Background: an optimization exercise with open tools, aiming at small area, a short achievable clock period and few clock cycles. Do not read the settings as production practice. Only simulation tests tie the RTL to the original design; equivalence was not proved.

<file path="flow/run.sh">
#!/bin/bash
# synth_recipe.tcl (not shown) runs the flow's synth.tcl, then flattens the netlist and writes it again
# the make line also repeats each setting of config.mk as NAME=value (left out here)
make -C /OpenROAD-flow-scripts/flow DESIGN_CONFIG=/design/flow/config.mk WORK_HOME=/design/flow/orfs CLKGATE_MAP_FILE= SYNTH_SCRIPT=/design/flow/synth_recipe.tcl finish
</file>
<file path="flow/config.mk">
export PLATFORM = sky130hd
export DESIGN_NAME = lz4crc
export DESIGN_NICKNAME = lz4crc
export VERILOG_FILES = /design/flow/design.v
export SDC_FILE = /design/flow/constraint.sdc
export NUM_CORES = 4
export LEC_CHECK = 0
export CAP_MARGIN = 20
export CORE_MARGIN = 2
export CORE_UTILIZATION = 40
export SLEW_MARGIN = 20
</file>
<file path="flow/constraint.sdc">
create_clock -name core_clock -period 8.0 [get_ports {clk}]
set_input_delay 1.6000 -clock core_clock [delete_from_list [all_inputs] [get_ports {clk}]]
set_output_delay 1.6000 -clock core_clock [all_outputs]
set_load 0.01 [all_outputs]
</file>
<file path="flow/design.v">
module lz4crc (
    input  wire        clk,
    input  wire        rst,             
    input  wire        cmd_valid,
    output wire        cmd_ready,
    input  wire [7:0]  cmd_op,
    input  wire [31:0] cmd_src,
    input  wire [31:0] cmd_len,
    input  wire [31:0] cmd_dst,
    input  wire [31:0] cmd_cap,
    output reg         done,
    output reg  [7:0]  status,
    output reg  [31:0] result,
    output wire        mem_req,
    output wire        mem_we,
    output wire [29:0] mem_addr,
    output wire [3:0]  mem_wstrb,
    output wire [31:0] mem_wdata,
    input  wire        mem_gnt,
    input  wire        mem_rvalid,
    input  wire [31:0] mem_rdata
);
    localparam [7:0] ST_OK           = 8'h01;
    localparam [7:0] ST_SRC_OVERRUN  = 8'h20;
    localparam [7:0] ST_DST_OVERRUN  = 8'h21;
    localparam [7:0] ST_BAD_OFFSET   = 8'h22;
    localparam [7:0] ST_ILLEGAL_OP   = 8'h30;
    localparam [7:0] ST_BAD_RANGE    = 8'h31;
    localparam [7:0] ST_UNAVAILABLE  = 8'h32;
    localparam [3:0] S_IDLE  = 4'd0,
                     S_CHECK = 4'd1,
                     S_CRC   = 4'd2,
                     S_TOK   = 4'd3,     
                     S_LEXT  = 4'd4,     
                     S_LCHK  = 4'd5,     
                     S_LIT   = 4'd6,     
                     S_OFF0  = 4'd7,
                     S_OFF1  = 4'd8,
                     S_MEXT  = 4'd9,     
                     S_MCHK  = 4'd10,    
                     S_MCOPY = 4'd11;    
    reg [3:0]  state;
    reg [7:0]  op_r;
    reg [31:0] sa;              
    reg [31:0] s_left;          
    reg [31:0] wp;              
    reg [31:0] c_left;          
    reg [31:0] opos;            
    reg [32:0] acc;             
    reg [3:0]  mnib;
    reg [15:0] offset;
    reg [31:0] crc;
    reg [29:0] rq;              
    reg [1:0]  pos;             
    reg [1:0]  nval;            
    reg [1:0]  outs;            
    reg [2:0]  disc;            
    reg [31:0] w0, w1, w2;
    reg        msrc;            
    reg        per;             
    reg [1:0]  ph;              
    reg [1:0]  mw;              
    reg [3:0]  dh;              
    function [31:0] crc_byte;
        input [31:0] c;
        input [7:0]  b;
        integer k;
        reg [31:0] x;
        begin
            x = c ^ {24'd0, b};
            for (k = 0; k < 8; k = k + 1)
                x = (x >> 1) ^ (x[0] ? 32'h82F63B78 : 32'd0);
            crc_byte = x;
        end
    endfunction
    function [31:0] crc_word;
        input [31:0] c;
        input [31:0] d;
        begin
            crc_word = crc_byte(crc_byte(crc_byte(crc_byte(c, d[7:0]), d[15:8]), d[23:16]), d[31:24]);
        end
    endfunction
    wire [1:0] wl = wp[1:0];
    wire       st_copy = (state == S_LIT) || (state == S_MCOPY);
    wire       st_hdr  = (state == S_TOK) || (state == S_LEXT) || (state == S_OFF0) ||
                         (state == S_OFF1) || (state == S_MEXT);
    wire       use_wl  = st_copy;
    wire       use_per = (state == S_MCOPY) && per;
    wire [1:0] xl      = use_wl ? wl : 2'd0;
    wire [2:0] off3    = offset[2:0];
    wire [63:0] wb = {w1, w0};
    reg  [31:0] xw;
    integer j;
    reg [2:0] d, rel;
    always @(*) begin
        for (j = 0; j < 4; j = j + 1) begin
            d = j[2:0] - {1'b0, xl};
            if (use_per) begin
                rel = {1'b0, ph} + d;           
                case (off3)
                    3'd1: rel = 3'd0;
                    3'd2: rel = {2'b0, rel[0]};
                    3'd3: rel = (rel >= 3'd3) ? rel - 3'd3 : rel;
                    default: rel = {1'b0, rel[1:0]};
                endcase
            end else
                rel = d;
            xw[8*j +: 8] = wb[8*(({1'b0, pos} + rel) & 3'd7) +: 8];
        end
    end
    wire [2:0] room   = 3'd4 - {1'b0, wl};
    wire       acc_lt4 = (acc[32:2] == 31'd0);
    wire [2:0] ncopy  = (acc_lt4 && ({1'b0, acc[1:0]} < room)) ? {1'b0, acc[1:0]} : room;
    wire       s_ge4  = (s_left[31:2] != 30'd0);
    wire [2:0] ncrc   = s_ge4 ? 3'd4 : 3'd1;
    wire [3:0] have   = {nval, 2'b00};                  
    wire [3:0] need_copy = use_per ? ({2'b0, pos} + {1'b0, off3}) : ({2'b0, pos} + {1'b0, ncopy});
    wire [3:0] need_crc  = {2'b0, pos} + {1'b0, ncrc};
    wire [3:0] need_hdr  = {2'b0, pos} + 4'd1;
    wire acc_nz  = (acc != 33'd0);
    wire s_nz    = (s_left != 32'd0);
    wire wr_rdy  = st_copy && acc_nz && (have >= need_copy);
    wire hdr_rdy = st_hdr && s_nz && (have >= need_hdr);
    wire crc_rdy = (state == S_CRC) && s_nz && (have >= need_crc);
    wire [2:0] inwin  = {1'b0, nval} + {1'b0, outs};
    wire [4:0] slow   = {1'b0, s_left[3:0]} + {3'b0, pos};
    wire       s_more = s_nz && ((s_left[31:4] != 28'd0) || (slow > {1'b0, inwin, 2'b00}));
    wire       rd_act = (state != S_IDLE) && (state != S_CHECK);
    wire       rd_ok  = msrc ? (per ? (mw != 2'd0) : (dh != 4'd0)) : s_more;
    wire       rd_rdy = rd_act && !wr_rdy && (inwin < 3'd3) && !disc[2] && rd_ok;
    assign mem_req   = wr_rdy || rd_rdy;
    assign mem_we    = wr_rdy;
    assign mem_addr  = wr_rdy ? wp[31:2] : rq;
    wire [3:0] lanes_n = (ncopy == 3'd1) ? 4'b0001 : (ncopy == 3'd2) ? 4'b0011 :
                         (ncopy == 3'd3) ? 4'b0111 : 4'b1111;
    assign mem_wstrb = wr_rdy ? (lanes_n << wl) : 4'b0000;
    assign mem_wdata = xw;
    assign cmd_ready = (state == S_IDLE);
    wire wr_go = wr_rdy && mem_gnt;
    wire rd_go = rd_rdy && mem_gnt;
    wire       cons   = hdr_rdy || crc_rdy || (wr_go && !use_per);
    wire [2:0] ncons  = st_hdr ? 3'd1 : (state == S_CRC) ? ncrc : ncopy;
    wire [2:0] posn   = {1'b0, pos} + ncons;
    wire       shift  = cons && posn[2];
    wire       load   = mem_rvalid && (disc == 3'd0);
    wire       drop   = mem_rvalid && (disc != 3'd0);
    wire [1:0] nv_s   = nval - {1'b0, shift};
    wire [1:0] outs_n = outs + {1'b0, rd_go} - {1'b0, load};
    wire [2:0] disc_d = disc - {2'b0, drop};
    wire [7:0] hb = xw[7:0];    
    wire [32:0] se = {1'b0, sa} + {1'b0, s_left};
    wire [32:0] de = {1'b0, wp} + {1'b0, c_left};
    wire        src_wrap = se[32] && (se[31:0] != 32'd0);
    wire        dst_wrap = de[32] && (de[31:0] != 32'd0);
    wire        overlap  = (s_left != 32'd0) && (c_left != 32'd0) &&
                           ({1'b0, sa} < de) && ({1'b0, wp} < se);
    wire [31:0] restart  = sa - s_left;
    wire [32:0] accb     = {1'b0, acc[31:0]} + {25'd0, hb};
    wire [32:0] mlen     = {1'b0, acc[31:0]} + 33'd4;
    wire        mlen_big = acc[32] || mlen[32];
    wire [31:0] mstart   = wp - {16'd0, offset};
    wire [4:0]  dh0      = wp[6:2] - mstart[6:2];
    wire [31:0] cl_sub   = c_left - ((state == S_MCHK) ? mlen[31:0] : acc[31:0]);
    always @(posedge clk) begin
        if (rst) begin
            state  <= S_IDLE;
            done   <= 1'b0;
            status <= 8'h00;
            result <= 32'd0;
            nval   <= 2'd0;
            outs   <= 2'd0;
            disc   <= 3'd0;
            msrc   <= 1'b0;
            per    <= 1'b0;
        end else begin
            done <= 1'b0;
            pos  <= cons ? posn[1:0] : pos;
            if (shift) begin
                w0 <= w1;
                w1 <= w2;
            end
            if (load) begin
                case (nv_s)
                    2'd0: w0 <= mem_rdata;
                    2'd1: w1 <= mem_rdata;
                    default: w2 <= mem_rdata;
                endcase
            end
            nval <= nv_s + {1'b0, load};
            outs <= outs_n;
            disc <= disc_d;
            if (rd_go) rq <= rq + 30'd1;
            if (rd_go && msrc) begin
                mw <= mw - 2'd1;
                dh <= dh - 4'd1;
            end
            if (wr_go) begin
                wp   <= wp + {29'd0, ncopy};
                acc  <= acc - {30'd0, ncopy};
                if (({1'b0, wl} + ncopy) == 3'd4 && dh != 4'd15 && !rd_go) dh <= dh + 4'd1;
                if (use_per)
                    case (off3)
                        3'd1: ph <= 2'd0;
                        3'd2: ph <= {1'b0, ph[0] ^ ncopy[0]};
                        3'd3: ph <= (({1'b0, ph} + ncopy) % 3'd3);
                        default: ph <= ph + ncopy[1:0];
                    endcase
            end
            if (cons && state != S_MCOPY)
                s_left <= s_left - {29'd0, ncons};
            case (state)
                S_IDLE: begin
                    if (cmd_valid) begin
                        op_r   <= cmd_op;
                        sa     <= cmd_src;
                        s_left <= cmd_len;
                        wp     <= cmd_dst;
                        c_left <= cmd_cap;
                        state  <= S_CHECK;
                    end
                end
                S_CHECK: begin
                    sa   <= se[31:0];
                    rq   <= sa[31:2];
                    pos  <= sa[1:0];
                    nval <= 2'd0;
                    msrc <= 1'b0;
                    per  <= 1'b0;
                    opos <= 32'd0;
                    crc  <= 32'hFFFFFFFF;
                    if (op_r >= 8'h01 && op_r <= 8'h04) begin
                        if (src_wrap) finish(ST_BAD_RANGE, 32'd0);
                        else          state <= S_CRC;
                    end else if (op_r == 8'h10) begin
                        finish(ST_UNAVAILABLE, 32'd0);
                    end else if (op_r == 8'h11) begin
                        if (src_wrap || dst_wrap || overlap) finish(ST_BAD_RANGE, 32'd0);
                        else                                  state <= S_TOK;
                    end else begin
                        finish(ST_ILLEGAL_OP, 32'd0);
                    end
                end
                S_CRC: begin
                    if (!s_nz) finish(ST_OK, ~crc);
                    else if (crc_rdy)
                        crc <= s_ge4 ? crc_word(crc, xw) : crc_byte(crc, xw[7:0]);
                end
                S_TOK: begin
                    if (!s_nz) finish(ST_SRC_OVERRUN, 32'd0);
                    else if (hdr_rdy) begin
                        mnib  <= hb[3:0];
                        acc   <= {29'd0, hb[7:4]};
                        state <= (hb[7:4] == 4'hF) ? S_LEXT : S_LCHK;
                    end
                end
                S_LEXT, S_MEXT: begin
                    if (!s_nz) finish(ST_SRC_OVERRUN, 32'd0);
                    else if (hdr_rdy) begin
                        acc <= {acc[32] | accb[32], accb[31:0]};
                        if (hb != 8'hFF) state <= (state == S_LEXT) ? S_LCHK : S_MCHK;
                    end
                end
                S_LCHK: begin
                    if (acc > {1'b0, s_left})      finish(ST_SRC_OVERRUN, 32'd0);
                    else if (acc > {1'b0, c_left}) finish(ST_DST_OVERRUN, 32'd0);
                    else begin
                        c_left <= cl_sub;
                        opos   <= opos + acc[31:0];
                        state  <= S_LIT;
                    end
                end
                S_LIT: begin
                    if (!acc_nz) begin
                        if (!s_nz) finish(ST_OK, opos);
                        else       state <= S_OFF0;
                    end
                end
                S_OFF0: begin
                    if (hdr_rdy) begin
                        offset[7:0] <= hb;
                        state       <= S_OFF1;
                    end
                end
                S_OFF1: begin
                    if (!s_nz) finish(ST_SRC_OVERRUN, 32'd0);
                    else if (hdr_rdy) begin
                        offset[15:8] <= hb;
                        acc          <= {29'd0, mnib};
                        state        <= (mnib == 4'hF) ? S_MEXT : S_MCHK;
                    end
                end
                S_MCHK: begin
                    if (offset == 16'd0 || (opos[31:16] == 16'd0 && offset > opos[15:0]))
                        finish(ST_BAD_OFFSET, 32'd0);
                    else if (mlen_big || mlen[31:0] > c_left)
                        finish(ST_DST_OVERRUN, 32'd0);
                    else begin
                        c_left <= cl_sub;
                        opos   <= opos + mlen[31:0];
                        acc    <= {1'b0, mlen[31:0]};
                        rq   <= mstart[31:2];
                        pos  <= mstart[1:0];
                        nval <= 2'd0;
                        outs <= 2'd0;
                        disc <= disc_d + {1'b0, outs_n};
                        msrc <= 1'b1;
                        per  <= (offset[15:3] == 13'd0) && (offset[2:0] <= 3'd4);
                        ph   <= 2'd0;
                        mw   <= (({1'b0, mstart[1:0]} + offset[2:0] - 3'd1) >= 3'd4) ? 2'd2 : 2'd1;
                        dh   <= (offset[15:6] != 10'd0 || dh0[4]) ? 4'd15 : dh0[3:0];
                        state <= S_MCOPY;
                    end
                end
                S_MCOPY: begin
                    if (!acc_nz) begin
                        rq   <= restart[31:2];
                        pos  <= restart[1:0];
                        nval <= 2'd0;
                        outs <= 2'd0;
                        disc <= disc_d + {1'b0, outs_n};
                        msrc <= 1'b0;
                        per  <= 1'b0;
                        state <= S_TOK;
                    end
                end
                default: state <= S_IDLE;
            endcase
        end
    end
    task finish;
        input [7:0]  code;
        input [31:0] value;
        begin
            status <= code;
            result <= value;
            done   <= 1'b1;
            state  <= S_IDLE;
            nval   <= 2'd0;
            outs   <= 2'd0;
            disc   <= disc_d + {1'b0, outs_n};
            msrc   <= 1'b0;
            per    <= 1'b0;
        end
    endtask
endmodule
</file>
==> impl_metrics.csv <==
group,metric,value,unit
layout,layout_commonest_cell,"nand2_1",
timing,final.setup_skew,0.0299,ns
yosys,yosysWarnings,1,
layout,drive_gt1_frac,0.164,
clock_network,tritoncts,"yes",
clock_network,clk_latency,0.70,ns
die,die_h,337,um
die,die_w,337,um
yosys,synth_seq_cells,439,
global_route,grt_pass1_vias,39956,
placed_design,hpwl,132000,um
detailed_routing,met2_length,77800,um
global_route,grt.total_usage,0.288,
timing,slew_violations,0,
yosys,synthArstFlopShare,0,
yosys,synth_top_area_share,0.264,
flow_run,cap_violations,0,
detailed_routing,drt_first_iter_violations,3550,
timing,max_freq,0.112,GHz
detailed_routing,drt_pass1_iterations,6,
setup_path,crit_path_end_kind,"flop",
setup_path,worstSetupPathType,"reg2reg",
global_route,grt_start_max_net_pins,89,
yosys,synth-edff-count,389,
placed_design,gp_congestion,0.987,
yosys,synth.avg_cell_area,8.85,um^2
detailed_routing,vias,40687,
timing,hold_viol,0,
detailed_routing,top_layer,"met4",
timing,fin_crit_sh,1.11,
setup_path,setup.worst_path.start_class,"flop",
setup_path,cpMostUsedCell,"buf_6",
global_route,overflow,0,
timing,finalSetupViolCount,32,
detailed_routing,met1_length,71300,um
detailed_routing,ant_nets,0,
setup_path,cpPeakStageDelay,0.66,ns
setup_path,crit_required,8.40,ns
die,coreArea,110000,um^2
detailed_routing,routed_wl,167000,um
detailed_routing,vias_per_cell,5.67,
yosys,synthTopCellsByArea,"edfxtp_1 26%, ha_1 12%, xnor2_1 7.9%",
layout,syn_to_final_growth,25.7,%
timing,grt_setup_unrepaired,"true",
die,start_util,0.402,
clock_network,ctsLongestPathBuffers,3,
die,ios,283,
status,checkFailReasons,"negative setup slack",
clock_network,cts_sinks,439,
yosys,synth_top_area_cell,"edfxtp_1",
detailed_routing,wl_met3,10500,um
placed_design,portBuffers,278,
detailed_routing,routedWlPerCell,23.2,um
min_path,hold-path-cell-count,2,
die,rows,122,
clock_network,cts-htree-levels,2,
yosys,synth.distinct_cells,96,
clock_network,cts_root_buf,"clkbuf_16",
yosys,synth_flop_cell,"edfxtp_1",
timing,period_needed,8.90,ns
global_route,antenna_found_initial,1,
yosys,netlist_area,44300,um^2
clock_network,clk_pin_slew,0.06,ns
layout,final_cells,7172,
layout,final_core_util,0.505,
setup_path,worstRegToRegCells,42,
setup_path,worstPathMaxFanout,6,
min_path,hp-class,"reg2reg",
layout,layout.nets,6252,
yosys,yosysSeqAreaShare,0.287,
layout,layout_common_cells,"533 x nand2_1, 456 x buf_4, 431 x nor2_1, 412 x ha_1, 389 x edfxtp_1",
timing,fin_ws,-0.900,ns
global_route,grt_pass1_wl,249000,um
die,die-area,113000,um^2
setup_path,crit_slowest_cell,"fa_2",
placed_design,pre_cts_ws,-1.19,ns
setup_path,arrival,9.30,ns
placed_design,dp.cells,6983,
timing,max_slew_margin,0.225,
detailed_routing,drc,0,
yosys,syn_inst,5002,
status,status,"finished with violations",
clock_network,cts_buffers,56,
timing,worstMarginPinSlew,1.15,ns
cells by family after synthesis:
logic type | after synthesis | synth area share
buffers and inverters | 539 | 0.0470
adders and majority gates | 442 | 0.129
and+or+nand+nor | 1559 | 0.163
muxes | 213 | 0.0661
AOI/OAI and AO/OA | 1162 | 0.164
other | 1 | 0.0000847
xor gates and xnor gates | 647 | 0.144
DFF | 439 | 0.287
per-stage QoR:
step | hold WS (ns) | setup TNS [ns] | instance area [um^2]
final | 0.457 | -22.21 | 55600
after global routing | 0.484 | -33.16 | 55600
after CTS | 0.460 | -20.98 | 55000
after detailed placement | 0.450 | -30.72 | 52000
after global placement | 0.450 | -26.57 | 52000
after floorplan | 0.479 | -25.67 | 44800
worst max-delay path: cells and delay by family, from the launching register on:
kind	cells	cell delay, ns
adder cells (fa/ha/maj)	5	1.84
buffers and inverters	11	1.31
AND/OR/NAND/NOR	6	0.66
flip-flops	1	0.36
XOR/XNOR	12	3.14
AO/OA/AOI/OAI	7	0.95
multiplexers	1	0.34
worst paths after layout:
| check | to | slack [ns] | from |
|---|---|---|---|
| hold reg to reg | result[27] | 0.46 | result[27] |
| setup reg to reg | crc[21] | -0.90 | state[3] |
| hold / removal | result[27] | 0.46 | result[27] |
| setup / recovery | crc[21] | -0.90 | state[3] |
layer usage:
metal	global-route usage	vias up
met5	0	-
met4	0.111	0
met3	0.0343	283
met2	0.479	1448
met1	0.383	19721
li1	-	19235
state kept, by name, summed over array words and instances (netlist names), 32 cells and up:
register and cells:
crc 32, w2 32, sa 32, wp 32, opos 32, w0 32
result 32, s_left 32, acc 33, w1 32, c_left 32
timing repair:
| item | 4_1_cts | 5_1_grt |
|---|---|---|
| hold buffers | 0 | 0 |
| pin swaps | 65 | 49 |
| setup endpoints to repair | 66 | 117 |
| resized for setup | 127 | 63 |
| buffers inserted | 60 | 28 |
Yosys cell counts (14+ instances only):
master and n:
nor4_1 51, mux2i_1 123, a31oi_1 21, o21bai_1 33, inv_1 314, nor2b_1 63, a21o_1 78, and4_1 17
o21ai_0 329, edfxtp_1 389, o31ai_1 30, xnor2_1 398, nand3_1 96, fa_1 25, mux2_2 28, xor2_1 192
or4_1 15, a21boi_0 30, o21a_1 32, a222oi_1 21, or3_1 24, o221ai_1 15, and2_1 19, o22ai_1 20
nand2_1 542, dfxtp_1 50, or2_2 17, buf_1 21, a22oi_1 14, nor2_1 437, ha_1 417, clkbuf_1 176
buf_2 14, a221oi_1 17, xnor3_1 14, mux4_2 60, nand2b_1 48, nor3_1 99, nand4_1 61, and3_1 34
a21oi_1 351, a211oi_1 33, o211ai_1 32
cell type report:
| cell class | count | area, um^2 |
|---|---|---|
| sequential | 439 | 12700 |
| clock inverter | 28 | 295 |
| multi-input combinational | 4027 | 31000 |
| tap | 1488 | 1860 |
| clock buffer | 76 | 1550 |
| fill | 10398 | 54600 |
| inverter | 318 | 1200 |
| timing repair buffer | 795 | 7020 |
| antenna | 1 | 2.50 |
Testbench counts, summed over its fixed seeds: cycles 84,217.

==> re-timing with driven ports <==
The results above use ideal ports. As a check the final layout listed here was re-extracted and re-timed, cells and wires unchanged.
Step 1 (the two cells are an assumption about what drives the block):
set clk [get_ports {clk}]
set_driving_cell -lib_cell sky130_fd_sc_hd__clkbuf_16 $clk
set_driving_cell -lib_cell sky130_fd_sc_hd__buf_2 [delete_from_list [all_inputs] $clk]
Step 2 adds t to the input delays and takes it off the output delays; t is the mean of the earliest and latest rising clock arrival at the registers after step 1. Input paths then give back, and output paths get back, about the clock's delay inside the block.
a / b / c = ideal ports / drivers / drivers and shift; a / b = the first two.
shift t [ns]: 0.754
setup slack, ns: -0.900 / -0.900 / -0.900
worst hold slack (ns): 0.457 / 0.457 / 0.457
worst setup path at the end: register to register
The setup slack of this run moves by 0.000 ns with the drivers and by 0.000 ns with both steps.
